Source: an optimization exercise on an open RTL-to-GDS flow (aim: small area, a short achievable clock period and few clock cycles per item). Production flows keep margins and buffers that such runs may drop.
The RTL was checked by simulation tests, not by an equivalence proof against the original design.

==> design/flow/design.v <==
module poee_sin (
    input  wire [7:0]  k,
    output reg  [14:0] sq,
    output reg  [7:0]  dq
);
    always @(*) begin
        case (k)
            8'd0: begin sq = 15'd0; dq = 8'd201; end
            8'd1: begin sq = 15'd201; dq = 8'd201; end
            8'd2: begin sq = 15'd402; dq = 8'd201; end
            8'd3: begin sq = 15'd603; dq = 8'd201; end
            8'd4: begin sq = 15'd804; dq = 8'd201; end
            8'd5: begin sq = 15'd1005; dq = 8'd201; end
            8'd6: begin sq = 15'd1206; dq = 8'd201; end
            8'd7: begin sq = 15'd1407; dq = 8'd201; end
            8'd8: begin sq = 15'd1608; dq = 8'd201; end
            8'd9: begin sq = 15'd1809; dq = 8'd200; end
            8'd10: begin sq = 15'd2009; dq = 8'd201; end
            8'd11: begin sq = 15'd2210; dq = 8'd200; end
            8'd12: begin sq = 15'd2410; dq = 8'd201; end
            8'd13: begin sq = 15'd2611; dq = 8'd200; end
            8'd14: begin sq = 15'd2811; dq = 8'd201; end
            8'd15: begin sq = 15'd3012; dq = 8'd200; end
            8'd16: begin sq = 15'd3212; dq = 8'd200; end
            8'd17: begin sq = 15'd3412; dq = 8'd200; end
            8'd18: begin sq = 15'd3612; dq = 8'd199; end
            8'd19: begin sq = 15'd3811; dq = 8'd200; end
            8'd20: begin sq = 15'd4011; dq = 8'd199; end
            8'd21: begin sq = 15'd4210; dq = 8'd200; end
            8'd22: begin sq = 15'd4410; dq = 8'd199; end
            8'd23: begin sq = 15'd4609; dq = 8'd199; end
            8'd24: begin sq = 15'd4808; dq = 8'd199; end
            8'd25: begin sq = 15'd5007; dq = 8'd198; end
            8'd26: begin sq = 15'd5205; dq = 8'd199; end
            8'd27: begin sq = 15'd5404; dq = 8'd198; end
            8'd28: begin sq = 15'd5602; dq = 8'd198; end
            8'd29: begin sq = 15'd5800; dq = 8'd198; end
            8'd30: begin sq = 15'd5998; dq = 8'd197; end
            8'd31: begin sq = 15'd6195; dq = 8'd198; end
            8'd32: begin sq = 15'd6393; dq = 8'd197; end
            8'd33: begin sq = 15'd6590; dq = 8'd196; end
            8'd34: begin sq = 15'd6786; dq = 8'd197; end
            8'd35: begin sq = 15'd6983; dq = 8'd196; end
            8'd36: begin sq = 15'd7179; dq = 8'd196; end
            8'd37: begin sq = 15'd7375; dq = 8'd196; end
            8'd38: begin sq = 15'd7571; dq = 8'd196; end
            8'd39: begin sq = 15'd7767; dq = 8'd195; end
            8'd40: begin sq = 15'd7962; dq = 8'd195; end
            8'd41: begin sq = 15'd8157; dq = 8'd194; end
            8'd42: begin sq = 15'd8351; dq = 8'd194; end
            8'd43: begin sq = 15'd8545; dq = 8'd194; end
            8'd44: begin sq = 15'd8739; dq = 8'd194; end
            8'd45: begin sq = 15'd8933; dq = 8'd193; end
            8'd46: begin sq = 15'd9126; dq = 8'd193; end
            8'd47: begin sq = 15'd9319; dq = 8'd193; end
            8'd48: begin sq = 15'd9512; dq = 8'd192; end
            8'd49: begin sq = 15'd9704; dq = 8'd192; end
            8'd50: begin sq = 15'd9896; dq = 8'd191; end
            8'd51: begin sq = 15'd10087; dq = 8'd191; end
            8'd52: begin sq = 15'd10278; dq = 8'd191; end
            8'd53: begin sq = 15'd10469; dq = 8'd190; end
            8'd54: begin sq = 15'd10659; dq = 8'd190; end
            8'd55: begin sq = 15'd10849; dq = 8'd190; end
            8'd56: begin sq = 15'd11039; dq = 8'd189; end
            8'd57: begin sq = 15'd11228; dq = 8'd189; end
            8'd58: begin sq = 15'd11417; dq = 8'd188; end
            8'd59: begin sq = 15'd11605; dq = 8'd188; end
            8'd60: begin sq = 15'd11793; dq = 8'd187; end
            8'd61: begin sq = 15'd11980; dq = 8'd187; end
            8'd62: begin sq = 15'd12167; dq = 8'd186; end
            8'd63: begin sq = 15'd12353; dq = 8'd186; end
            8'd64: begin sq = 15'd12539; dq = 8'd186; end
            8'd65: begin sq = 15'd12725; dq = 8'd185; end
            8'd66: begin sq = 15'd12910; dq = 8'd184; end
            8'd67: begin sq = 15'd13094; dq = 8'd185; end
            8'd68: begin sq = 15'd13279; dq = 8'd183; end
            8'd69: begin sq = 15'd13462; dq = 8'd183; end
            8'd70: begin sq = 15'd13645; dq = 8'd183; end
            8'd71: begin sq = 15'd13828; dq = 8'd182; end
            8'd72: begin sq = 15'd14010; dq = 8'd181; end
            8'd73: begin sq = 15'd14191; dq = 8'd181; end
            8'd74: begin sq = 15'd14372; dq = 8'd181; end
            8'd75: begin sq = 15'd14553; dq = 8'd179; end
            8'd76: begin sq = 15'd14732; dq = 8'd180; end
            8'd77: begin sq = 15'd14912; dq = 8'd178; end
            8'd78: begin sq = 15'd15090; dq = 8'd179; end
            8'd79: begin sq = 15'd15269; dq = 8'd177; end
            8'd80: begin sq = 15'd15446; dq = 8'd177; end
            8'd81: begin sq = 15'd15623; dq = 8'd177; end
            8'd82: begin sq = 15'd15800; dq = 8'd176; end
            8'd83: begin sq = 15'd15976; dq = 8'd175; end
            8'd84: begin sq = 15'd16151; dq = 8'd174; end
            8'd85: begin sq = 15'd16325; dq = 8'd174; end
            8'd86: begin sq = 15'd16499; dq = 8'd174; end
            8'd87: begin sq = 15'd16673; dq = 8'd173; end
            8'd88: begin sq = 15'd16846; dq = 8'd172; end
            8'd89: begin sq = 15'd17018; dq = 8'd171; end
            8'd90: begin sq = 15'd17189; dq = 8'd171; end
            8'd91: begin sq = 15'd17360; dq = 8'd170; end
            8'd92: begin sq = 15'd17530; dq = 8'd170; end
            8'd93: begin sq = 15'd17700; dq = 8'd169; end
            8'd94: begin sq = 15'd17869; dq = 8'd168; end
            8'd95: begin sq = 15'd18037; dq = 8'd167; end
            8'd96: begin sq = 15'd18204; dq = 8'd167; end
            8'd97: begin sq = 15'd18371; dq = 8'd166; end
            8'd98: begin sq = 15'd18537; dq = 8'd166; end
            8'd99: begin sq = 15'd18703; dq = 8'd165; end
            8'd100: begin sq = 15'd18868; dq = 8'd164; end
            8'd101: begin sq = 15'd19032; dq = 8'd163; end
            8'd102: begin sq = 15'd19195; dq = 8'd162; end
            8'd103: begin sq = 15'd19357; dq = 8'd162; end
            8'd104: begin sq = 15'd19519; dq = 8'd161; end
            8'd105: begin sq = 15'd19680; dq = 8'd161; end
            8'd106: begin sq = 15'd19841; dq = 8'd159; end
            8'd107: begin sq = 15'd20000; dq = 8'd159; end
            8'd108: begin sq = 15'd20159; dq = 8'd158; end
            8'd109: begin sq = 15'd20317; dq = 8'd158; end
            8'd110: begin sq = 15'd20475; dq = 8'd156; end
            8'd111: begin sq = 15'd20631; dq = 8'd156; end
            8'd112: begin sq = 15'd20787; dq = 8'd155; end
            8'd113: begin sq = 15'd20942; dq = 8'd154; end
            8'd114: begin sq = 15'd21096; dq = 8'd154; end
            8'd115: begin sq = 15'd21250; dq = 8'd153; end
            8'd116: begin sq = 15'd21403; dq = 8'd151; end
            8'd117: begin sq = 15'd21554; dq = 8'd151; end
            8'd118: begin sq = 15'd21705; dq = 8'd151; end
            8'd119: begin sq = 15'd21856; dq = 8'd149; end
            8'd120: begin sq = 15'd22005; dq = 8'd149; end
            8'd121: begin sq = 15'd22154; dq = 8'd147; end
            8'd122: begin sq = 15'd22301; dq = 8'd147; end
            8'd123: begin sq = 15'd22448; dq = 8'd146; end
            8'd124: begin sq = 15'd22594; dq = 8'd145; end
            8'd125: begin sq = 15'd22739; dq = 8'd145; end
            8'd126: begin sq = 15'd22884; dq = 8'd143; end
            8'd127: begin sq = 15'd23027; dq = 8'd143; end
            8'd128: begin sq = 15'd23170; dq = 8'd141; end
            8'd129: begin sq = 15'd23311; dq = 8'd141; end
            8'd130: begin sq = 15'd23452; dq = 8'd140; end
            8'd131: begin sq = 15'd23592; dq = 8'd139; end
            8'd132: begin sq = 15'd23731; dq = 8'd139; end
            8'd133: begin sq = 15'd23870; dq = 8'd137; end
            8'd134: begin sq = 15'd24007; dq = 8'd136; end
            8'd135: begin sq = 15'd24143; dq = 8'd136; end
            8'd136: begin sq = 15'd24279; dq = 8'd134; end
            8'd137: begin sq = 15'd24413; dq = 8'd134; end
            8'd138: begin sq = 15'd24547; dq = 8'd133; end
            8'd139: begin sq = 15'd24680; dq = 8'd131; end
            8'd140: begin sq = 15'd24811; dq = 8'd131; end
            8'd141: begin sq = 15'd24942; dq = 8'd130; end
            8'd142: begin sq = 15'd25072; dq = 8'd129; end
            8'd143: begin sq = 15'd25201; dq = 8'd128; end
            8'd144: begin sq = 15'd25329; dq = 8'd127; end
            8'd145: begin sq = 15'd25456; dq = 8'd126; end
            8'd146: begin sq = 15'd25582; dq = 8'd126; end
            8'd147: begin sq = 15'd25708; dq = 8'd124; end
            8'd148: begin sq = 15'd25832; dq = 8'd123; end
            8'd149: begin sq = 15'd25955; dq = 8'd122; end
            8'd150: begin sq = 15'd26077; dq = 8'd121; end
            8'd151: begin sq = 15'd26198; dq = 8'd121; end
            8'd152: begin sq = 15'd26319; dq = 8'd119; end
            8'd153: begin sq = 15'd26438; dq = 8'd118; end
            8'd154: begin sq = 15'd26556; dq = 8'd118; end
            8'd155: begin sq = 15'd26674; dq = 8'd116; end
            8'd156: begin sq = 15'd26790; dq = 8'd115; end
            8'd157: begin sq = 15'd26905; dq = 8'd114; end
            8'd158: begin sq = 15'd27019; dq = 8'd114; end
            8'd159: begin sq = 15'd27133; dq = 8'd112; end
            8'd160: begin sq = 15'd27245; dq = 8'd111; end
            8'd161: begin sq = 15'd27356; dq = 8'd110; end
            8'd162: begin sq = 15'd27466; dq = 8'd109; end
            8'd163: begin sq = 15'd27575; dq = 8'd108; end
            8'd164: begin sq = 15'd27683; dq = 8'd107; end
            8'd165: begin sq = 15'd27790; dq = 8'd106; end
            8'd166: begin sq = 15'd27896; dq = 8'd105; end
            8'd167: begin sq = 15'd28001; dq = 8'd104; end
            8'd168: begin sq = 15'd28105; dq = 8'd103; end
            8'd169: begin sq = 15'd28208; dq = 8'd102; end
            8'd170: begin sq = 15'd28310; dq = 8'd101; end
            8'd171: begin sq = 15'd28411; dq = 8'd99; end
            8'd172: begin sq = 15'd28510; dq = 8'd99; end
            8'd173: begin sq = 15'd28609; dq = 8'd97; end
            8'd174: begin sq = 15'd28706; dq = 8'd97; end
            8'd175: begin sq = 15'd28803; dq = 8'd95; end
            8'd176: begin sq = 15'd28898; dq = 8'd94; end
            8'd177: begin sq = 15'd28992; dq = 8'd93; end
            8'd178: begin sq = 15'd29085; dq = 8'd92; end
            8'd179: begin sq = 15'd29177; dq = 8'd91; end
            8'd180: begin sq = 15'd29268; dq = 8'd90; end
            8'd181: begin sq = 15'd29358; dq = 8'd89; end
            8'd182: begin sq = 15'd29447; dq = 8'd87; end
            8'd183: begin sq = 15'd29534; dq = 8'd87; end
            8'd184: begin sq = 15'd29621; dq = 8'd85; end
            8'd185: begin sq = 15'd29706; dq = 8'd85; end
            8'd186: begin sq = 15'd29791; dq = 8'd83; end
            8'd187: begin sq = 15'd29874; dq = 8'd82; end
            8'd188: begin sq = 15'd29956; dq = 8'd81; end
            8'd189: begin sq = 15'd30037; dq = 8'd80; end
            8'd190: begin sq = 15'd30117; dq = 8'd78; end
            8'd191: begin sq = 15'd30195; dq = 8'd78; end
            8'd192: begin sq = 15'd30273; dq = 8'd76; end
            8'd193: begin sq = 15'd30349; dq = 8'd75; end
            8'd194: begin sq = 15'd30424; dq = 8'd74; end
            8'd195: begin sq = 15'd30498; dq = 8'd73; end
            8'd196: begin sq = 15'd30571; dq = 8'd72; end
            8'd197: begin sq = 15'd30643; dq = 8'd71; end
            8'd198: begin sq = 15'd30714; dq = 8'd69; end
            8'd199: begin sq = 15'd30783; dq = 8'd69; end
            8'd200: begin sq = 15'd30852; dq = 8'd67; end
            8'd201: begin sq = 15'd30919; dq = 8'd66; end
            8'd202: begin sq = 15'd30985; dq = 8'd65; end
            8'd203: begin sq = 15'd31050; dq = 8'd63; end
            8'd204: begin sq = 15'd31113; dq = 8'd63; end
            8'd205: begin sq = 15'd31176; dq = 8'd61; end
            8'd206: begin sq = 15'd31237; dq = 8'd60; end
            8'd207: begin sq = 15'd31297; dq = 8'd59; end
            8'd208: begin sq = 15'd31356; dq = 8'd58; end
            8'd209: begin sq = 15'd31414; dq = 8'd56; end
            8'd210: begin sq = 15'd31470; dq = 8'd56; end
            8'd211: begin sq = 15'd31526; dq = 8'd54; end
            8'd212: begin sq = 15'd31580; dq = 8'd53; end
            8'd213: begin sq = 15'd31633; dq = 8'd52; end
            8'd214: begin sq = 15'd31685; dq = 8'd51; end
            8'd215: begin sq = 15'd31736; dq = 8'd49; end
            8'd216: begin sq = 15'd31785; dq = 8'd48; end
            8'd217: begin sq = 15'd31833; dq = 8'd47; end
            8'd218: begin sq = 15'd31880; dq = 8'd46; end
            8'd219: begin sq = 15'd31926; dq = 8'd45; end
            8'd220: begin sq = 15'd31971; dq = 8'd43; end
            8'd221: begin sq = 15'd32014; dq = 8'd43; end
            8'd222: begin sq = 15'd32057; dq = 8'd41; end
            8'd223: begin sq = 15'd32098; dq = 8'd39; end
            8'd224: begin sq = 15'd32137; dq = 8'd39; end
            8'd225: begin sq = 15'd32176; dq = 8'd37; end
            8'd226: begin sq = 15'd32213; dq = 8'd37; end
            8'd227: begin sq = 15'd32250; dq = 8'd35; end
            8'd228: begin sq = 15'd32285; dq = 8'd33; end
            8'd229: begin sq = 15'd32318; dq = 8'd33; end
            8'd230: begin sq = 15'd32351; dq = 8'd31; end
            8'd231: begin sq = 15'd32382; dq = 8'd30; end
            8'd232: begin sq = 15'd32412; dq = 8'd29; end
            8'd233: begin sq = 15'd32441; dq = 8'd28; end
            8'd234: begin sq = 15'd32469; dq = 8'd26; end
            8'd235: begin sq = 15'd32495; dq = 8'd26; end
            8'd236: begin sq = 15'd32521; dq = 8'd24; end
            8'd237: begin sq = 15'd32545; dq = 8'd22; end
            8'd238: begin sq = 15'd32567; dq = 8'd22; end
            8'd239: begin sq = 15'd32589; dq = 8'd20; end
            8'd240: begin sq = 15'd32609; dq = 8'd19; end
            8'd241: begin sq = 15'd32628; dq = 8'd18; end
            8'd242: begin sq = 15'd32646; dq = 8'd17; end
            8'd243: begin sq = 15'd32663; dq = 8'd15; end
            8'd244: begin sq = 15'd32678; dq = 8'd14; end
            8'd245: begin sq = 15'd32692; dq = 8'd13; end
            8'd246: begin sq = 15'd32705; dq = 8'd12; end
            8'd247: begin sq = 15'd32717; dq = 8'd11; end
            8'd248: begin sq = 15'd32728; dq = 8'd9; end
            8'd249: begin sq = 15'd32737; dq = 8'd8; end
            8'd250: begin sq = 15'd32745; dq = 8'd7; end
            8'd251: begin sq = 15'd32752; dq = 8'd5; end
            8'd252: begin sq = 15'd32757; dq = 8'd4; end
            8'd253: begin sq = 15'd32761; dq = 8'd4; end
            8'd254: begin sq = 15'd32765; dq = 8'd1; end
            8'd255: begin sq = 15'd32766; dq = 8'd1; end
            default: begin sq = 15'd0; dq = 8'd0; end
        endcase
    end
endmodule
module poee_recip (
    input  wire [7:0]  d,
    output reg  [28:0] m
);
    always @(*) begin
        case (d)
            8'd1: m = 29'd268435456;
            8'd2: m = 29'd134217728;
            8'd3: m = 29'd89478486;
            8'd4: m = 29'd67108864;
            8'd5: m = 29'd53687092;
            8'd6: m = 29'd44739243;
            8'd7: m = 29'd38347923;
            8'd8: m = 29'd33554432;
            8'd9: m = 29'd29826162;
            8'd10: m = 29'd26843546;
            8'd11: m = 29'd24403224;
            8'd12: m = 29'd22369622;
            8'd13: m = 29'd20648882;
            8'd14: m = 29'd19173962;
            8'd15: m = 29'd17895698;
            8'd16: m = 29'd16777216;
            8'd17: m = 29'd15790321;
            8'd18: m = 29'd14913081;
            8'd19: m = 29'd14128182;
            8'd20: m = 29'd13421773;
            8'd21: m = 29'd12782641;
            8'd22: m = 29'd12201612;
            8'd23: m = 29'd11671107;
            8'd24: m = 29'd11184811;
            8'd25: m = 29'd10737419;
            8'd26: m = 29'd10324441;
            8'd27: m = 29'd9942054;
            8'd28: m = 29'd9586981;
            8'd29: m = 29'd9256396;
            8'd30: m = 29'd8947849;
            8'd31: m = 29'd8659209;
            8'd32: m = 29'd8388608;
            8'd33: m = 29'd8134408;
            8'd34: m = 29'd7895161;
            8'd35: m = 29'd7669585;
            8'd36: m = 29'd7456541;
            8'd37: m = 29'd7255013;
            8'd38: m = 29'd7064091;
            8'd39: m = 29'd6882961;
            8'd40: m = 29'd6710887;
            8'd41: m = 29'd6547207;
            8'd42: m = 29'd6391321;
            8'd43: m = 29'd6242686;
            8'd44: m = 29'd6100806;
            8'd45: m = 29'd5965233;
            8'd46: m = 29'd5835554;
            8'd47: m = 29'd5711393;
            8'd48: m = 29'd5592406;
            8'd49: m = 29'd5478275;
            8'd50: m = 29'd5368710;
            8'd51: m = 29'd5263441;
            8'd52: m = 29'd5162221;
            8'd53: m = 29'd5064820;
            8'd54: m = 29'd4971027;
            8'd55: m = 29'd4880645;
            8'd56: m = 29'd4793491;
            8'd57: m = 29'd4709394;
            8'd58: m = 29'd4628198;
            8'd59: m = 29'd4549754;
            8'd60: m = 29'd4473925;
            8'd61: m = 29'd4400582;
            8'd62: m = 29'd4329605;
            8'd63: m = 29'd4260881;
            8'd64: m = 29'd4194304;
            8'd65: m = 29'd4129777;
            8'd66: m = 29'd4067204;
            8'd67: m = 29'd4006500;
            8'd68: m = 29'd3947581;
            8'd69: m = 29'd3890369;
            8'd70: m = 29'd3834793;
            8'd71: m = 29'd3780782;
            8'd72: m = 29'd3728271;
            8'd73: m = 29'd3677199;
            8'd74: m = 29'd3627507;
            8'd75: m = 29'd3579140;
            8'd76: m = 29'd3532046;
            8'd77: m = 29'd3486175;
            8'd78: m = 29'd3441481;
            8'd79: m = 29'd3397918;
            8'd80: m = 29'd3355444;
            8'd81: m = 29'd3314018;
            8'd82: m = 29'd3273604;
            8'd83: m = 29'd3234163;
            8'd84: m = 29'd3195661;
            8'd85: m = 29'd3158065;
            8'd86: m = 29'd3121343;
            8'd87: m = 29'd3085466;
            8'd88: m = 29'd3050403;
            8'd89: m = 29'd3016129;
            8'd90: m = 29'd2982617;
            8'd91: m = 29'd2949841;
            8'd92: m = 29'd2917777;
            8'd93: m = 29'd2886403;
            8'd94: m = 29'd2855697;
            8'd95: m = 29'd2825637;
            8'd96: m = 29'd2796203;
            8'd97: m = 29'd2767376;
            8'd98: m = 29'd2739138;
            8'd99: m = 29'd2711470;
            8'd100: m = 29'd2684355;
            8'd101: m = 29'd2657777;
            8'd102: m = 29'd2631721;
            8'd103: m = 29'd2606170;
            8'd104: m = 29'd2581111;
            8'd105: m = 29'd2556529;
            8'd106: m = 29'd2532410;
            8'd107: m = 29'd2508743;
            8'd108: m = 29'd2485514;
            8'd109: m = 29'd2462711;
            8'd110: m = 29'd2440323;
            8'd111: m = 29'd2418338;
            8'd112: m = 29'd2396746;
            8'd113: m = 29'd2375536;
            8'd114: m = 29'd2354697;
            8'd115: m = 29'd2334222;
            8'd116: m = 29'd2314099;
            8'd117: m = 29'd2294321;
            8'd118: m = 29'd2274877;
            8'd119: m = 29'd2255761;
            8'd120: m = 29'd2236963;
            8'd121: m = 29'd2218475;
            8'd122: m = 29'd2200291;
            8'd123: m = 29'd2182403;
            8'd124: m = 29'd2164803;
            8'd125: m = 29'd2147484;
            8'd126: m = 29'd2130441;
            8'd127: m = 29'd2113666;
            8'd128: m = 29'd2097152;
            8'd129: m = 29'd2080896;
            8'd130: m = 29'd2064889;
            8'd131: m = 29'd2049126;
            8'd132: m = 29'd2033602;
            8'd133: m = 29'd2018312;
            8'd134: m = 29'd2003250;
            8'd135: m = 29'd1988411;
            8'd136: m = 29'd1973791;
            8'd137: m = 29'd1959383;
            8'd138: m = 29'd1945185;
            8'd139: m = 29'd1931191;
            8'd140: m = 29'd1917397;
            8'd141: m = 29'd1903798;
            8'd142: m = 29'd1890391;
            8'd143: m = 29'd1877172;
            8'd144: m = 29'd1864136;
            8'd145: m = 29'd1851280;
            8'd146: m = 29'd1838600;
            8'd147: m = 29'd1826092;
            8'd148: m = 29'd1813754;
            8'd149: m = 29'd1801581;
            8'd150: m = 29'd1789570;
            8'd151: m = 29'd1777719;
            8'd152: m = 29'd1766023;
            8'd153: m = 29'd1754481;
            8'd154: m = 29'd1743088;
            8'd155: m = 29'd1731842;
            8'd156: m = 29'd1720741;
            8'd157: m = 29'd1709780;
            8'd158: m = 29'd1698959;
            8'd159: m = 29'd1688274;
            8'd160: m = 29'd1677722;
            8'd161: m = 29'd1667301;
            8'd162: m = 29'd1657009;
            8'd163: m = 29'd1646844;
            8'd164: m = 29'd1636802;
            8'd165: m = 29'd1626882;
            8'd166: m = 29'd1617082;
            8'd167: m = 29'd1607398;
            8'd168: m = 29'd1597831;
            8'd169: m = 29'd1588376;
            8'd170: m = 29'd1579033;
            8'd171: m = 29'd1569798;
            8'd172: m = 29'd1560672;
            8'd173: m = 29'd1551651;
            8'd174: m = 29'd1542733;
            8'd175: m = 29'd1533917;
            8'd176: m = 29'd1525202;
            8'd177: m = 29'd1516585;
            8'd178: m = 29'd1508065;
            8'd179: m = 29'd1499640;
            8'd180: m = 29'd1491309;
            8'd181: m = 29'd1483069;
            8'd182: m = 29'd1474921;
            8'd183: m = 29'd1466861;
            8'd184: m = 29'd1458889;
            8'd185: m = 29'd1451003;
            8'd186: m = 29'd1443202;
            8'd187: m = 29'd1435484;
            8'd188: m = 29'd1427849;
            8'd189: m = 29'd1420294;
            8'd190: m = 29'd1412819;
            8'd191: m = 29'd1405422;
            8'd192: m = 29'd1398102;
            8'd193: m = 29'd1390858;
            8'd194: m = 29'd1383688;
            8'd195: m = 29'd1376593;
            8'd196: m = 29'd1369569;
            8'd197: m = 29'd1362617;
            8'd198: m = 29'd1355735;
            8'd199: m = 29'd1348922;
            8'd200: m = 29'd1342178;
            8'd201: m = 29'd1335500;
            8'd202: m = 29'd1328889;
            8'd203: m = 29'd1322343;
            8'd204: m = 29'd1315861;
            8'd205: m = 29'd1309442;
            8'd206: m = 29'd1303085;
            8'd207: m = 29'd1296790;
            8'd208: m = 29'd1290556;
            8'd209: m = 29'd1284381;
            8'd210: m = 29'd1278265;
            8'd211: m = 29'd1272206;
            8'd212: m = 29'd1266205;
            8'd213: m = 29'd1260261;
            8'd214: m = 29'd1254372;
            8'd215: m = 29'd1248538;
            8'd216: m = 29'd1242757;
            8'd217: m = 29'd1237030;
            8'd218: m = 29'd1231356;
            8'd219: m = 29'd1225733;
            8'd220: m = 29'd1220162;
            8'd221: m = 29'd1214641;
            8'd222: m = 29'd1209169;
            8'd223: m = 29'd1203747;
            8'd224: m = 29'd1198373;
            8'd225: m = 29'd1193047;
            8'd226: m = 29'd1187768;
            8'd227: m = 29'd1182536;
            8'd228: m = 29'd1177349;
            8'd229: m = 29'd1172208;
            8'd230: m = 29'd1167111;
            8'd231: m = 29'd1162059;
            8'd232: m = 29'd1157050;
            8'd233: m = 29'd1152084;
            8'd234: m = 29'd1147161;
            8'd235: m = 29'd1142279;
            8'd236: m = 29'd1137439;
            8'd237: m = 29'd1132640;
            8'd238: m = 29'd1127881;
            8'd239: m = 29'd1123161;
            8'd240: m = 29'd1118482;
            8'd241: m = 29'd1113841;
            8'd242: m = 29'd1109238;
            8'd243: m = 29'd1104673;
            8'd244: m = 29'd1100146;
            8'd245: m = 29'd1095655;
            8'd246: m = 29'd1091202;
            8'd247: m = 29'd1086784;
            8'd248: m = 29'd1082402;
            8'd249: m = 29'd1078055;
            8'd250: m = 29'd1073742;
            8'd251: m = 29'd1069464;
            8'd252: m = 29'd1065221;
            8'd253: m = 29'd1061010;
            8'd254: m = 29'd1056833;
            8'd255: m = 29'd1052689;
            default: m = 29'd0;
        endcase
    end
endmodule
module poee_gen_a (
    input  wire [1:0]  wave,
    input  wire [31:0] ph,
    output reg         sgn,
    output reg  [15:0] m,
    output wire [7:0]  x,
    output wire        sub
);
    wire [7:0]  k  = ph[30] ? ~ph[29:22] : ph[29:22];
    wire [14:0] sq;
    wire [7:0]  dq;
    poee_sin u_sin (.k(k), .sq(sq), .dq(dq));
    wire [23:0] dprod = dq * ph[21:6];
    wire [7:0]  t     = dprod[23:16];
    wire [15:0] sqd   = {1'b0, sq} + (ph[30] ? {8'd0, dq} : 16'd0);
    assign x   = (wave != 2'd0) ? 8'd0 : t;
    assign sub = (wave == 2'd0) && ph[30];
    wire [15:0] wmag  = ph[31] ? (16'd0 - ph[31:16]) : ph[31:16];
    wire [16:0] un    = 17'd0 - {ph[31:15]} - {16'd0, (ph[14:0] != 15'd0)};
    wire [16:0] u     = ph[31] ? un : {1'b0, ph[31:15]};
    wire [16:0] tneg  = 17'd32768 - u;       
    wire [16:0] tpos  = u - 17'd32768;       
    always @(*) begin
        case (wave)
            2'd0: begin
                sgn = ph[31];
                m   = sqd;
            end
            2'd1: begin
                sgn = ph[31];
                m   = wmag;
            end
            2'd2: begin
                sgn = !ph[31];
                m   = (ph == 32'h80000000) ? 16'd0 : 16'd32767;
            end
            default: begin
                if (!u[16] && !u[15]) begin
                    sgn = 1'b1;
                    m   = tneg[15:0];
                end else begin
                    sgn = 1'b0;
                    m   = (tpos > 17'd32767) ? 16'd32767 : tpos[15:0];
                end
            end
        endcase
    end
endmodule
module poee_gen_b (
    input  wire [15:0] m,
    input  wire [7:0]  x,
    input  wire        sub,
    output wire [15:0] mag
);
    assign mag = sub ? (m - {8'd0, x}) : (m + {8'd0, x});
endmodule
module poee_div (
    input  wire        clk,
    input  wire        flush,
    input  wire        in_v,
    input  wire [15:0] num,
    input  wire [24:0] den,
    input  wire [5:0]  in_tag,
    output wire        out_v,
    output wire [5:0]  out_tag,
    output wire [15:0] quo,
    output wire [15:0] rem,
    output wire        busy         
);
    function [17:0] r4;
        input [15:0] r;
        input [1:0]  b;
        input [15:0] d;
        input [17:0] d3;
        input        big;
        reg   [17:0] t;
        reg   [18:0] s1, s2, s3;
        begin
            t  = {r, b};
            s1 = {1'b0, t} - {3'd0, d};
            s2 = {1'b0, t} - {2'd0, d, 1'b0};
            s3 = {1'b0, t} - {1'b0, d3};
            if (big)         r4 = {2'd0, t[15:0]};
            else if (!s3[18]) r4 = {2'd3, s3[15:0]};
            else if (!s2[18]) r4 = {2'd2, s2[15:0]};
            else if (!s1[18]) r4 = {2'd1, s1[15:0]};
            else              r4 = {2'd0, t[15:0]};
        end
    endfunction
    wire        big1 = (den[24:16] != 9'd0);
    wire [15:0] d1   = den[15:0];
    wire [17:0] d31  = {2'd0, d1} + {1'b0, d1, 1'b0};
    wire [17:0] s1a = r4(16'd0,      num[15:14], d1, d31, big1);
    wire [17:0] s1b = r4(s1a[15:0],  num[13:12], d1, d31, big1);
    reg         v2, big2;
    reg  [5:0]  tag2;
    reg  [15:0] rm2, dd2;
    reg  [17:0] d32;
    reg  [11:0] n2;
    reg  [3:0]  q2;
    always @(posedge clk) begin
        v2   <= in_v && !flush;
        tag2 <= in_tag;
        big2 <= big1;
        dd2  <= d1;
        d32  <= d31;
        rm2  <= s1b[15:0];
        n2   <= num[11:0];
        q2   <= {s1a[17:16], s1b[17:16]};
    end
    wire [17:0] s2a = r4(rm2,        n2[11:10], dd2, d32, big2);
    wire [17:0] s2b = r4(s2a[15:0],  n2[9:8],   dd2, d32, big2);
    reg         v3, big3;
    reg  [5:0]  tag3;
    reg  [15:0] rm3, dd3;
    reg  [17:0] d33;
    reg  [7:0]  n3;
    reg  [7:0]  q3;
    always @(posedge clk) begin
        v3   <= v2 && !flush;
        tag3 <= tag2;
        big3 <= big2;
        dd3  <= dd2;
        d33  <= d32;
        rm3  <= s2b[15:0];
        n3   <= n2[7:0];
        q3   <= {q2, s2a[17:16], s2b[17:16]};
    end
    wire [17:0] s3a = r4(rm3,        n3[7:6], dd3, d33, big3);
    wire [17:0] s3b = r4(s3a[15:0],  n3[5:4], dd3, d33, big3);
    reg         v4, big4;
    reg  [5:0]  tag4;
    reg  [15:0] rm4, dd4;
    reg  [17:0] d34;
    reg  [3:0]  n4;
    reg  [11:0] q4;
    always @(posedge clk) begin
        v4   <= v3 && !flush;
        tag4 <= tag3;
        big4 <= big3;
        dd4  <= dd3;
        d34  <= d33;
        rm4  <= s3b[15:0];
        n4   <= n3[3:0];
        q4   <= {q3, s3a[17:16], s3b[17:16]};
    end
    wire [17:0] s4a = r4(rm4,        n4[3:2], dd4, d34, big4);
    wire [17:0] s4b = r4(s4a[15:0],  n4[1:0], dd4, d34, big4);
    assign busy    = v2 || v3 || v4;
    assign out_v   = v4;
    assign out_tag = tag4;
    assign quo     = {q4, s4a[17:16], s4b[17:16]};
    assign rem     = s4b[15:0];
endmodule
module poee_rediv (
    input  wire        clk,
    input  wire        flush,
    input  wire        start,       
    input  wire [23:0] r,
    input  wire [6:0]  v1,          
    output reg         done,
    output reg  [24:0] re,
    output wire        busy
);
    wire [11:0] f    = 12'd2667 - {1'b0, v1, 4'd0} - {3'd0, v1, 2'd0};    
    wire [35:0] prod = r * f;
    reg         v1r, v2r;
    reg  [35:0] x;
    assign busy = v1r || v2r;
    reg  [31:0] q2;
    wire [33:0] y  = x[35:2];
    wire [36:0] y6 = {1'b0, y, 2'b0} + {2'b0, y, 1'b0};
    wire [69:0] py = {36'd0, y} + {33'd0, y6} + {29'd0, y6, 4'd0} + {25'd0, y6, 8'd0} +
                     {21'd0, y6, 12'd0} + {17'd0, y6, 16'd0} + {13'd0, y6, 20'd0} +
                     {9'd0, y6, 24'd0} + {5'd0, y6, 28'd0} + {1'd0, y6, 32'd0};
    wire [71:0] pq = {40'd0, q2} + {36'd0, q2, 4'd0} + {29'd0, q2, 11'd0} +
                     {22'd0, q2, 18'd0} + {15'd0, q2, 25'd0} + {8'd0, q2, 32'd0};
    always @(posedge clk) begin
        if (flush) begin
            v1r  <= 1'b0;
            v2r  <= 1'b0;
            done <= 1'b0;
        end else begin
            v1r  <= start;
            v2r  <= v1r;
            done <= v2r;
        end
        x  <= prod;
        q2 <= py[68:37];
        re <= pq[63:39];
    end
endmodule
module poee_engine (
    input  wire        clk,
    input  wire        rst,
    input  wire        cmd_valid,
    output wire        cmd_ready,
    input  wire        cmd_release,      
    input  wire [3:0]  cmd_slot,
    input  wire [1:0]  cmd_wave,
    input  wire [31:0] cmd_finc,
    input  wire [6:0]  cmd_vel,
    input  wire [23:0] cmd_attack,
    input  wire [23:0] cmd_decay,
    input  wire [15:0] cmd_sustain,
    input  wire [23:0] cmd_rlen,
    input  wire        fill_valid,
    output wire        fill_ready,
    input  wire [15:0] fill_n,
    input  wire [7:0]  fill_cthr,
    input  wire [15:0] fill_vol,
    output reg         out_valid,
    input  wire        out_ready,
    output reg  [15:0] out_sample,
    output wire [15:0] active
);
    localparam [2:0] EPH_ATT = 3'd0, EPH_DEC = 3'd1, EPH_SUS = 3'd2,
                     EPH_REL = 3'd3, EPH_DONE = 3'd4;
    localparam [1:0] K_QA = 2'd0,    
                     K_QN = 2'd1,    
                     K_QD = 2'd2;    
    localparam [3:0] CAP = 4'd8;     
    integer i;
    reg        rst_r;
    reg        ready_r;
    reg        on_go, rel_go, fill_go;      
    reg [3:0]  c_slot;
    reg [1:0]  c_wave;
    reg [31:0] c_finc;
    reg [6:0]  c_vel;
    reg [23:0] c_a, c_d, c_rl;
    reg [15:0] c_s;
    reg [15:0] f_n;
    reg [7:0]  f_cthr;
    reg [15:0] f_vol;
    assign cmd_ready  = ready_r;
    assign fill_ready = ready_r;
    always @(posedge clk) begin
        rst_r   <= rst;
        on_go   <= !rst && ready_r && cmd_valid && !cmd_release;
        rel_go  <= !rst && ready_r && cmd_valid && cmd_release;
        fill_go <= !rst && ready_r && fill_valid;
        c_slot  <= cmd_slot;
        c_wave  <= cmd_wave;
        c_finc  <= cmd_finc;
        c_vel   <= cmd_vel;
        c_a     <= cmd_attack;
        c_d     <= cmd_decay;
        c_s     <= cmd_sustain;
        c_rl    <= cmd_rlen;
        f_n     <= fill_n;
        f_cthr  <= fill_cthr;
        f_vol   <= fill_vol;
    end
    reg        v_act  [0:15];
    reg [1:0]  v_wave [0:15];
    reg [31:0] v_finc [0:15];
    reg [31:0] v_ph   [0:15];
    reg [6:0]  v_vel  [0:15];
    reg [2:0]  v_eph  [0:15];
    reg [15:0] v_g    [0:15];     
    reg [24:0] v_r    [0:15];     
    reg [24:0] v_dv   [0:15];     
    reg [15:0] v_q    [0:15];     
    reg [15:0] v_rm   [0:15];
    reg [15:0] v_qd   [0:15];     
    reg [15:0] v_rmd  [0:15];
    reg [23:0] v_d    [0:15];
    reg [15:0] v_s    [0:15];
    reg [23:0] v_rl   [0:15];
    genvar gi;
    generate
        for (gi = 0; gi < 16; gi = gi + 1) begin : g_act
            assign active[gi] = v_act[gi];
        end
    endgenerate
    wire        s_big  = c_s[15] && (c_s[14:0] != 15'd0);
    wire [15:0] s_cl   = s_big ? 16'd32768 : c_s;
    wire [15:0] s_rest = 16'd32768 - s_cl;        
    wire        a_nz   = (c_a != 24'd0);
    wire        d_nz   = (c_d != 24'd0);
    wire [2:0]  on_eph = a_nz ? EPH_ATT : (d_nz ? EPH_DEC : EPH_SUS);
    wire [15:0] on_g   = a_nz ? 16'd0 : (d_nz ? 16'd32768 : s_cl);
    wire [23:0] on_dv  = a_nz ? c_a : c_d;
    reg  [3:0]  rl_slot;
    reg  [15:0] rl_g;
    reg         rl_wait;
    wire        rd_done;
    wire [24:0] rd_re;
    wire        rl_fin = rl_wait && rd_done;     
    wire        rl_z   = (rd_re == 25'd0);
    wire        rl_gz  = (rl_g == 16'd0);
    wire [24:0] rl_dv  = rl_gz ? (rd_re + 25'd1) : rd_re;
    wire [24:0] rl_r0  = rl_gz ? 25'd0 : (rd_re - 25'd1);
    reg         h_v;
    reg  [15:0] h_num;
    reg  [23:0] h_den;
    reg  [3:0]  h_slot;
    wire        dv_out_v, dv_busy;
    wire [5:0]  dv_out_tag;
    wire [15:0] dv_q, dv_rm;
    reg         filling;
    reg  [15:0] am;              
    reg  [15:0] cur;             
    reg  [15:0] iss_left;        
    reg  [15:0] out_left;        
    reg         last_out;        
    reg  [3:0]  cr;              
    reg  [7:0]  den_l;
    reg  [28:0] rcp_l;
    reg         zero_l;
    reg  [15:0] vol_l;
    wire start_ok = filling && (iss_left != 16'd0) && (cr < CAP);
    wire cur_nz   = (cur != 16'd0);
    wire am_nz    = (am != 16'd0);
    wire s_start  = !cur_nz && start_ok;
    wire [15:0] src  = cur_nz ? cur : ((s_start && am_nz) ? am : 16'd0);
    wire [15:0] lowb = src & (~src + 16'd1);          
    wire [15:0] rest = src & ~lowb;
    reg  [3:0]  lidx;
    always @(*) begin
        lidx = 4'd0;
        for (i = 15; i >= 0; i = i - 1)
            if (lowb[i]) lidx = i[3:0];
    end
    reg         i_v, i_last, i_empty;
    reg  [3:0]  i_idx;
    always @(posedge clk) begin
        if (rst_r) begin
            i_v   <= 1'b0;
            cur   <= 16'd0;
        end else begin
            i_v     <= (src != 16'd0) || (s_start && !am_nz);
            i_last  <= (rest == 16'd0);
            i_empty <= (src == 16'd0);
            i_idx   <= lidx;
            cur     <= rest;
        end
    end
    wire        b_step = i_v && !i_empty;
    wire [31:0] b_ph   = v_ph[i_idx];
    wire [31:0] b_finc = v_finc[i_idx];
    wire [1:0]  b_wave = v_wave[i_idx];
    wire [6:0]  b_vel  = v_vel[i_idx];
    wire [2:0]  b_eph  = v_eph[i_idx];
    wire [15:0] b_g    = v_g[i_idx];
    wire [24:0] b_r    = v_r[i_idx];
    wire [24:0] b_dv   = v_dv[i_idx];
    wire [15:0] b_q    = v_q[i_idx];
    wire [15:0] b_rm   = v_rm[i_idx];
    wire [15:0] b_qd   = v_qd[i_idx];
    wire [15:0] b_rmd  = v_rmd[i_idx];
    wire [23:0] b_d    = v_d[i_idx];
    wire [15:0] b_s    = v_s[i_idx];
    wire        up    = (b_eph == EPH_ATT);
    wire [25:0] t     = {1'b0, b_r} + {10'd0, b_rm};
    wire [25:0] tw    = {1'b0, b_r} + {10'd0, b_rm} + {1'b1, ~b_dv} + 26'd1;    
    wire        wrap  = !tw[25];
    wire [24:0] r_new = wrap ? tw[24:0] : t[24:0];
    wire [15:0] ga    = b_g + b_q;
    wire [15:0] gb    = b_g + b_q + 16'd1;
    wire        cin   = up ? wrap : !wrap;
    wire [15:0] g_new = cin ? gb : ga;
    wire        e_att = cin ? (gb == 16'd32768) : (ga == 16'd32768);
    wire        e_dec = cin ? (gb == b_s) : (ga == b_s);
    wire        e_rel = (cin ? (gb == 16'd0) : (ga == 16'd0)) && (tw == {26{1'b1}});
    wire        b_dnz = (b_d != 24'd0);
    reg  [2:0]  n_eph;
    reg  [15:0] n_g;
    reg  [24:0] n_r;
    reg         n_todec;
    always @(*) begin
        n_eph   = b_eph;
        n_g     = b_g;
        n_r     = b_r;
        n_todec = 1'b0;
        case (b_eph)
            EPH_ATT: begin
                if (e_att) begin
                    if (b_dnz) begin
                        n_eph   = EPH_DEC;
                        n_g     = 16'd32768;
                        n_r     = 25'd0;
                        n_todec = 1'b1;
                    end else begin
                        n_eph = EPH_SUS;
                        n_g   = b_s;
                    end
                end else begin
                    n_g = g_new;
                    n_r = r_new;
                end
            end
            EPH_DEC: begin
                if (e_dec) n_eph = EPH_SUS;
                n_g = g_new;
                n_r = r_new;
            end
            EPH_REL: begin
                if (e_rel) n_eph = EPH_DONE;
                n_g = g_new;
                n_r = r_new;
            end
            default: ;
        endcase
    end
    wire        a_sgn;
    wire [15:0] a_m;
    wire [7:0]  a_x;
    wire        a_sub;
    poee_gen_a u_ga (.wave(b_wave), .ph(b_ph), .sgn(a_sgn), .m(a_m), .x(a_x), .sub(a_sub));
    wire        sweep_now;
    always @(posedge clk) begin
        for (i = 0; i < 16; i = i + 1) begin
            if (rst_r) begin
                v_act[i] <= 1'b0;
                v_eph[i] <= EPH_DONE;
                v_g[i]   <= 16'd0;
            end else if (on_go && c_slot == i) begin
                v_act[i]  <= 1'b1;
                v_eph[i]  <= on_eph;
                v_g[i]    <= on_g;
                v_r[i]    <= 25'd0;
                v_dv[i]   <= {1'b0, on_dv};
                v_wave[i] <= c_wave;
                v_finc[i] <= c_finc;
                v_vel[i]  <= c_vel;
                v_d[i]    <= c_d;
                v_s[i]    <= s_cl;
                v_rl[i]   <= c_rl;
                v_ph[i]   <= 32'd0;
            end else if (rl_fin && rl_slot == i) begin
                if (rl_z) begin
                    v_eph[i] <= EPH_DONE;
                    v_g[i]   <= 16'd0;
                end else begin
                    v_eph[i] <= EPH_REL;
                end
                v_r[i]  <= rl_r0;
                v_dv[i] <= rl_dv;
            end else if (b_step && i_idx == i) begin
                v_ph[i]  <= b_ph + b_finc;
                v_eph[i] <= n_eph;
                v_g[i]   <= n_g;
                v_r[i]   <= n_r;
                if (n_todec) v_dv[i] <= {1'b0, b_d};
            end else if (sweep_now && v_eph[i] == EPH_DONE) begin
                v_act[i] <= 1'b0;
            end
            if (dv_out_v && dv_out_tag == {K_QA, i[3:0]}) begin
                v_q[i]  <= dv_q;
                v_rm[i] <= dv_rm;
            end else if (dv_out_v && dv_out_tag == {K_QN, i[3:0]}) begin
                v_q[i]  <= ~dv_q;
                v_rm[i] <= dv_rm;
            end else if (rl_fin && rl_slot == i && rl_gz) begin
                v_q[i]  <= 16'hffff;
                v_rm[i] <= 16'd1;
            end else if (b_step && i_idx == i && n_todec) begin
                if (dv_out_v && dv_out_tag == {K_QD, i[3:0]}) begin
                    v_q[i]  <= ~dv_q;
                    v_rm[i] <= dv_rm;
                end else begin
                    v_q[i]  <= b_qd;
                    v_rm[i] <= b_rmd;
                end
            end
            if (dv_out_v && dv_out_tag == {K_QD, i[3:0]}) begin
                v_qd[i]  <= ~dv_q;
                v_rmd[i] <= dv_rm;
            end
        end
    end
    always @(posedge clk) begin
        if (rst_r) begin
            h_v <= 1'b0;
        end else begin
            h_v <= on_go && a_nz && d_nz;
        end
        h_num  <= s_rest;
        h_den  <= c_d;
        h_slot <= c_slot;
    end
    reg         dv_in_v;
    reg  [15:0] dv_num;
    reg  [24:0] dv_den;
    reg  [5:0]  dv_tag;
    always @(*) begin
        if (on_go) begin
            dv_in_v = a_nz || d_nz;
            dv_num  = a_nz ? 16'd32768 : s_rest;
            dv_den  = {1'b0, on_dv};
            dv_tag  = {a_nz ? K_QA : K_QN, c_slot};
        end else if (h_v) begin
            dv_in_v = 1'b1;
            dv_num  = h_num;
            dv_den  = {1'b0, h_den};
            dv_tag  = {K_QD, h_slot};
        end else begin
            dv_in_v = rl_fin && !rl_z && !rl_gz;
            dv_num  = rl_g;
            dv_den  = rd_re;
            dv_tag  = {K_QN, rl_slot};
        end
    end
    poee_div u_div (
        .clk(clk), .flush(rst_r), .in_v(dv_in_v), .num(dv_num), .den(dv_den),
        .in_tag(dv_tag), .out_v(dv_out_v), .out_tag(dv_out_tag), .quo(dv_q), .rem(dv_rm),
        .busy(dv_busy)
    );
    wire [6:0] rel_v1 = (c_vel == 7'd0) ? 7'd1 : c_vel;
    wire       rd_busy;
    poee_rediv u_rediv (
        .clk(clk), .flush(rst_r), .start(rel_go), .r(v_rl[c_slot]), .v1(rel_v1),
        .done(rd_done), .re(rd_re), .busy(rd_busy)
    );
    always @(posedge clk) begin
        if (rst_r) begin
            rl_wait <= 1'b0;
        end else if (rel_go) begin
            rl_wait <= 1'b1;
        end else if (rd_done) begin
            rl_wait <= 1'b0;
        end
        if (rel_go) begin
            rl_slot <= c_slot;
            rl_g    <= v_g[c_slot];
        end
    end
    wire [4:0] nact = v_act[0] + v_act[1] + v_act[2] + v_act[3] + v_act[4] + v_act[5] +
                      v_act[6] + v_act[7] + v_act[8] + v_act[9] + v_act[10] + v_act[11] +
                      v_act[12] + v_act[13] + v_act[14] + v_act[15];
    reg  [15:0] actv;
    always @(*) for (i = 0; i < 16; i = i + 1) actv[i] = v_act[i];
    wire n_nz     = (f_n != 16'd0);
    wire pop      = out_valid && out_ready;
    wire fin_arm  = filling && out_valid && last_out;
    wire fill_fin = fin_arm && out_ready;
    assign sweep_now = (fill_go && !n_nz) || fill_fin;
    wire [28:0] rcp;
    poee_recip u_rcp (.d(den_l), .m(rcp));
    always @(posedge clk) begin
        if (rst_r) begin
            filling <= 1'b0;
        end else begin
            if (fill_go && n_nz) filling <= 1'b1;
            else if (fill_fin)   filling <= 1'b0;
        end
        if (fill_go) begin
            am       <= actv;
            iss_left <= f_n;
            out_left <= f_n;
            last_out <= (f_n == 16'd1);
            den_l    <= ({3'd0, nact} > f_cthr) ? {3'd0, nact} : f_cthr;
            zero_l   <= (nact == 5'd0);
            vol_l    <= f_vol;
        end else begin
            if (s_start) iss_left <= iss_left - 16'd1;
            if (pop) begin
                out_left <= out_left - 16'd1;
                last_out <= (out_left == 16'd2);
            end
        end
        rcp_l <= rcp;
    end
    always @(posedge clk) begin
        if (rst)
            ready_r <= 1'b0;
        else if (rst_r)
            ready_r <= 1'b1;
        else if (ready_r)
            ready_r <= !(cmd_valid || fill_valid);
        else if (on_go || rl_fin || (fill_go && !n_nz))
            ready_r <= 1'b1;
        else if (fin_arm)
            ready_r <= out_ready;
    end
    reg         c_v, c_last, c_sgn, c_sub;
    reg  [15:0] c_m, c_g;
    reg  [7:0]  c_x;
    reg  [6:0]  c_vl;
    always @(posedge clk) begin
        if (rst_r) c_v <= 1'b0;
        else       c_v <= i_v;
        c_last <= i_last;
        c_sgn  <= a_sgn;
        c_sub  <= a_sub;
        c_m    <= i_empty ? 16'd0 : a_m;
        c_x    <= i_empty ? 8'd0 : a_x;
        c_g    <= b_g;
        c_vl   <= b_vel;
    end
    wire [15:0] o_mag;
    poee_gen_b u_gb (.m(c_m), .x(c_x), .sub(c_sub), .mag(o_mag));
    reg         d_v, d_last, d_sgn;
    reg  [15:0] d_mag, d_g;
    reg  [6:0]  d_vl;
    always @(posedge clk) begin
        if (rst_r) d_v <= 1'b0;
        else       d_v <= c_v;
        d_last <= c_last;
        d_sgn  <= c_sgn;
        d_mag  <= o_mag;
        d_g    <= c_g;
        d_vl   <= c_vl;
    end
    wire [29:0] eprod = d_mag[14:0] * d_g[14:0];
    reg  [15:0] e_val;
    always @(*) begin
        if (d_g[15])        e_val = d_mag;
        else if (d_mag[15]) e_val = d_g;
        else                e_val = {1'b0, eprod[29:15]};
    end
    reg         e_v, e_last, e_sgn;
    reg  [15:0] e_mag;
    reg  [6:0]  e_vl;
    always @(posedge clk) begin
        if (rst_r) e_v <= 1'b0;
        else       e_v <= d_v;
        e_last <= d_last;
        e_sgn  <= d_sgn;
        e_mag  <= e_val;
        e_vl   <= d_vl;
    end
    wire [21:0] pv   = e_mag[14:0] * e_vl;
    wire [1:0]  vt   = (e_vl == 7'd127) ? 2'd2 : {1'b0, e_vl[6]};
    wire [30:0] cp   = {1'b0, pv, 8'd0} + {8'd0, pv, 1'b0} + {16'd0, e_mag[14:0]} * vt;
    wire [15:0] velq = {e_vl, 8'd0} + {8'd0, e_vl, 1'b0} + {14'd0, vt};
    wire [15:0] cmag = e_mag[15] ? velq : {1'b0, cp[29:15]};
    reg         f_v, f_last;
    reg  [20:0] f_c;
    always @(posedge clk) begin
        if (rst_r) f_v <= 1'b0;
        else       f_v <= e_v;
        f_last <= e_last;
        f_c    <= e_sgn ? (21'd0 - {5'd0, cmag}) : {5'd0, cmag};
    end
    reg  [20:0] accu;
    reg         s_v;
    reg  signed [20:0] acc;
    wire [20:0] accn = accu + f_c;
    always @(posedge clk) begin
        if (rst_r) begin
            accu <= 21'd0;
            s_v  <= 1'b0;
        end else begin
            s_v <= f_v && f_last;
            if (f_v) accu <= f_last ? 21'd0 : accn;
        end
        acc <= accn;
    end
    wire signed [50:0] mp = acc * $signed({1'b0, rcp_l}) + $signed({23'd0, {28{acc[20]}}});
    reg  signed [20:0] m;
    reg         m_v;
    always @(posedge clk) begin
        if (rst_r) m_v <= 1'b0;
        else       m_v <= s_v;
        m <= mp[48:28];
    end
    wire signed [37:0] yp = m * $signed({1'b0, vol_l}) + $signed({23'd0, {15{m[20]}}});
    wire [22:0] yv = yp[37:15];
    reg  [15:0] y;
    always @(*) begin
        if (zero_l)
            y = 16'd0;
        else if (!yv[22])
            y = (yv[21:15] != 7'd0) ? 16'h7fff : yv[15:0];
        else
            y = (yv[21:15] != 7'h7f) ? 16'h8000 : yv[15:0];
    end
    reg [15:0] q_mem [0:7];
    reg [2:0]  q_wp, q_rp;
    reg [3:0]  q_n;
    wire       head_free = !out_valid || out_ready;
    wire       q_has     = (q_n != 4'd0);
    wire       q_take    = q_has || m_v;             
    wire [15:0] q_next   = q_has ? q_mem[q_rp] : y;
    always @(posedge clk) begin
        if (m_v) q_mem[q_wp] <= y;
        if (rst_r) begin
            q_wp <= 3'd0;
            q_rp <= 3'd0;
            q_n  <= 4'd0;
            cr   <= 4'd0;
        end else begin
            if (m_v) q_wp <= q_wp + 3'd1;
            if (head_free && q_take) begin
                q_rp <= q_rp + 3'd1;
                q_n  <= q_n + {3'd0, m_v} - 4'd1;
            end else begin
                q_n  <= q_n + {3'd0, m_v};
            end
            if (pop) cr <= cr + {3'd0, s_start} - 4'd1;
            else     cr <= cr + {3'd0, s_start};
        end
        if (rst || rst_r) begin
            out_valid <= 1'b0;
        end else if (head_free) begin
            out_valid  <= q_take;
            out_sample <= q_next;
        end
    end
endmodule
==> design/flow/run.sh <==
#!/bin/bash
# synth_recipe.tcl (not shown) runs the flow's synth.tcl, then flattens the netlist and writes it again
# the make line also repeats each setting of config.mk as NAME=value (left out here)
make -C /OpenROAD-flow-scripts/flow DESIGN_CONFIG=/design/flow/config.mk WORK_HOME=/design/flow/orfs CLKGATE_MAP_FILE= SYNTH_SCRIPT=/design/flow/synth_recipe.tcl finish
==> design/flow/config.mk <==
export PLATFORM = sky130hd
export DESIGN_NAME = poee_engine
export DESIGN_NICKNAME = poee_engine
export VERILOG_FILES = /design/flow/design.v
export SDC_FILE = /design/flow/constraint.sdc
export NUM_CORES = 4
export LEC_CHECK = 0
export CAP_MARGIN = 20
export CORE_MARGIN = 2
export CORE_UTILIZATION = 40
export SLEW_MARGIN = 20
export SYNTH_MEMORY_MAX_BITS = 16384
==> design/flow/constraint.sdc <==
create_clock -name core_clock -period 44.0 [get_ports {clk}]
set_input_delay 8.8000 -clock core_clock [delete_from_list [all_inputs] [get_ports {clk}]]
set_output_delay 8.8000 -clock core_clock [all_outputs]
set_load 0.01 [all_outputs]
==> results.ini <==
[clock_network]
clock-sinks = 5384
cts_setup_buffers = 0
clock_latency_ns = 1.19
hold_buffers = 0
cts_buffers = 584
cts-htree-levels = 6
tritoncts = built
clk_pin_slew_ns = 0.07
root_buffer = clkbuf_16
cts_resized = 0
clockBufferDepth = 4

[synth]
synth_edf_count = 4260
synthFlopType = edfxtp_1
ys_warn_count = 38
syn_inst = 31490
synth_cell_types = 131
synth_top_area_share_pct = 38.7
netlist_area_mm2 = 0.331
syn-num-nets = 34925
synthTopCellsByArea = edfxtp_1 39%, fa_1 10%, dfxtp_1 6.8%
syn_area_per_cell_um2 = 10.5
synth_top_cell_by_area = edfxtp_1
ys_seq_area_share_pct = 45.5
synthArstFlopShare_pct = 0
synth-seq-cells = 5384

[setup_path]
critPathMaxFanout = 103
required_ns = 44.79
arrival_ns = 14.62
regToRegSetupSlack_ns = 30.17
path_class = flip-flop to flip-flop
critPathMaxStageDelay_ns = 0.87
start_kind = flip-flop
cpMostUsedCell = buf_4
worstSetupEndpointType = flip-flop
cpMaxStageDelayCell = and4b_4

[cells_and_area]
area_growth_pct = 11.0
fin_cells = 42417
design_area_mm2 = 0.367
nNetsFinal = 34384
drive_above_1_share_pct = 8.16

[timing]
layout_min_cycle_time_ns = 13.83
fin_crit_sh_pct = 31.4
max_freq_mhz = 72.3
rsz0062_at_grt = no
tightest_slew_ns = 1.37
whs_ns = 0.322
slew_headroom_pct = 8.37
finalHoldViolations = 0
finalSetupViolCount = 0
setup-tns-final_ns = 0
fin_worst_skew_ns = 0.116
slew_violations = 0

[placed_design]
dpl_cell_area_mm2 = 0.347
place.port_buffers = 213
place_hpwl_um = 910000
gp_congestion = 0.998
dp_cells = 41237

[global_route]
grt_max_degree = 161
overflow = 0
antenna_found_initial = 124
grt_pass1_vias = 263154
grt_pass1_wl_um = 1960000
grt_use_total_pct = 32.2

[drt]
vias = 274282
antenna_left = 0
drc_errors = 0
drt-total-wl_um = 1400000
drt-pass1-iter-count = 13
drtIter0Drc = 43395
vias_per_cell = 6.47
wl_per_cell_um = 33.0

[floorplanning]
start_util_pct = 40.2
coreArea_mm2 = 0.823
die_height_um = 913
num_rows = 333
io-pin-count = 214
die_area_mm2 = 0.834
dieWidth_um = 913

[run_status]
outcome = finished clean

[run]
maxCapViolations = 0

[worst_hold_path]
hold_path_class = flip-flop to flip-flop

==> synthesized netlist by cell type (all sizes together) (204+ instances only) <==
library cell and number:
edfxtp 4260, and2 567, a21o 256, nand2b 239
fa 1693, xnor2 532, o21ai 1614, a22o 630
a21oi 2559, a2111oi 275, a221oi 502, clkbuf 1752
dfxtp 1124, o22a 204, nor3 440, nor2 2863
a211oi 348, xor2 243, ha 1563, buf 545
nand2 2214, o22ai 249, a22oi 981, nor2b 242
nand3 680, inv 2252
==> sequential cells by signal, summed over array words and instances, names as in the netlist, 29 cells and up, named ones only <==
| register | flops |
|---|---|
| v_finc | 512 |
| v_ph | 512 |
| v_dv | 400 |
| v_r | 400 |
| v_d | 384 |
| v_rl | 384 |
| v_g | 256 |
| v_q | 256 |
| v_qd | 256 |
| v_rm | 256 |
| v_rmd | 256 |
| v_s | 256 |
| q_mem | 128 |
| v_vel | 112 |
| v_eph | 48 |
| u_rediv.x | 34 |
| c_finc | 32 |
| u_rediv.q2 | 32 |
| v_wave | 32 |
| rcp_l | 29 |
==> critical path: cells and delay by family, from the launching register on <==
| family | cells | cell delay (ns) |
|---|---|---|
| xor+xnor | 2 | 0.65 |
| fa+ha+maj | 2 | 0.54 |
| simple gates | 8 | 2.90 |
| compound gates | 15 | 4.68 |
| flops | 1 | 0.59 |
| buf+inv | 7 | 3.77 |
==> cells in the final DEF (no fill, tap or decap), types with 271 or more instances in the layout <==
| cell | netlist | layout |
|---|---|---|
| nor2_1 | 2860 | 2731 |
| ha_1 | 1563 | 1563 |
| a22oi_1 | 974 | 974 |
| fa_1 | 1693 | 1693 |
| a21oi_1 | 2546 | 2525 |
| a221oi_1 | 490 | 490 |
| a22o_1 | 630 | 630 |
| inv_1 | 2240 | 2237 |
| o21ai_0 | 1578 | 1556 |
| dfxtp_1 | 1124 | 1097 |
| and2_1 | 561 | 553 |
| nor3_1 | 438 | 378 |
| buf_4 | 49 | 908 |
| a2111oi_0 | 273 | 271 |
| edfxtp_1 | 4260 | 4260 |
| a211oi_1 | 346 | 346 |
| nand3_1 | 679 | 675 |
| clkbuf_16 | 0 | 599 |
| nand2_1 | 2213 | 2189 |
| xnor2_1 | 526 | 506 |
==> cells by family after synthesis <==
| logic type | share of synthesized area [%] |
|---|---|
| xor gates and xnor gates | 2.10 |
| muxes | 1.19 |
| AOI/OAI and AO/OA | 18.5 |
| adders and majority gates | 16.2 |
| buffers and inverters | 5.38 |
| and+or+nand+nor | 11.2 |
| DFF | 45.5 |
==> per-stage QoR <==
step | setup WS, ns | util, %
finish | 30.17 | 44.6
CTS | 30.69 | 44.5
floorplan | 32.80 | -
global route | 29.99 | 44.6
global placement | 30.71 | 42.1
detailed placement | 30.74 | 42.2
==> final cells by class <==
class,count,area [µm²]
Fill cell,76412,456000
Multi-Input combinational cell,21537,165000
Sequential cell,5384,150000
Clock buffer,772,16000
Tap cell,10887,13600
Timing Repair Buffer,1170,9900
Inverter,2272,8530
Clock inverter,286,3240
Antenna cell,109,273
==> path summary, 6_finish.rpt <==
path | start | end | cells after the start
worst max register to register | i_idx[3] | v_q[4][7] | 34
worst min register to register | c_g[14] | d_g[14] | 0
worst min-delay path | c_g[14] | d_g[14] | 0
worst max-delay path | i_idx[3] | v_q[4][7] | 34
==> metal layers <==
layer | routed length (µm) | GRT usage, % | vias up
met2 | 597000 | 48.2 | 20452
li1 | - | - | 113607
met5 | 886 | 0.251 | -
met3 | 189000 | 10.3 | 4865
met1 | 510000 | 40.9 | 135284
met4 | 102000 | 18.9 | 74
Testbench counts, summed over its fixed seeds: cycles 56,672, items 5,120.

-- what the ideal ports hide --
In the flow no input, the clock included, has a driving cell. The finished layout below was timed again as built, in two steps.
Step 1 assumes that a clkbuf_16 drives the clock port and a buf_2 every other input.
Step 2 adds t to the input delays and takes it off the output delays; t is the mean of the earliest and latest rising clock arrival at the registers after step 1. Input paths then give back, and output paths get back, about the clock's delay inside the block.
a / b / c = ideal / step 1 / step 2; a / b = the first two.
t, ns: 1.284
setup slack, ns: 30.170 / 30.170 / 30.170
slew at the worst register clock pin (ns): 0.08 / 0.08
worst slew at a driven data input, ns: 0.27
pins driven straight from the clock port: 1
After both steps setup and hold are still met in this run. The setup slack of this run moves by 0.000 ns with the drivers and by 0.000 ns with both steps.
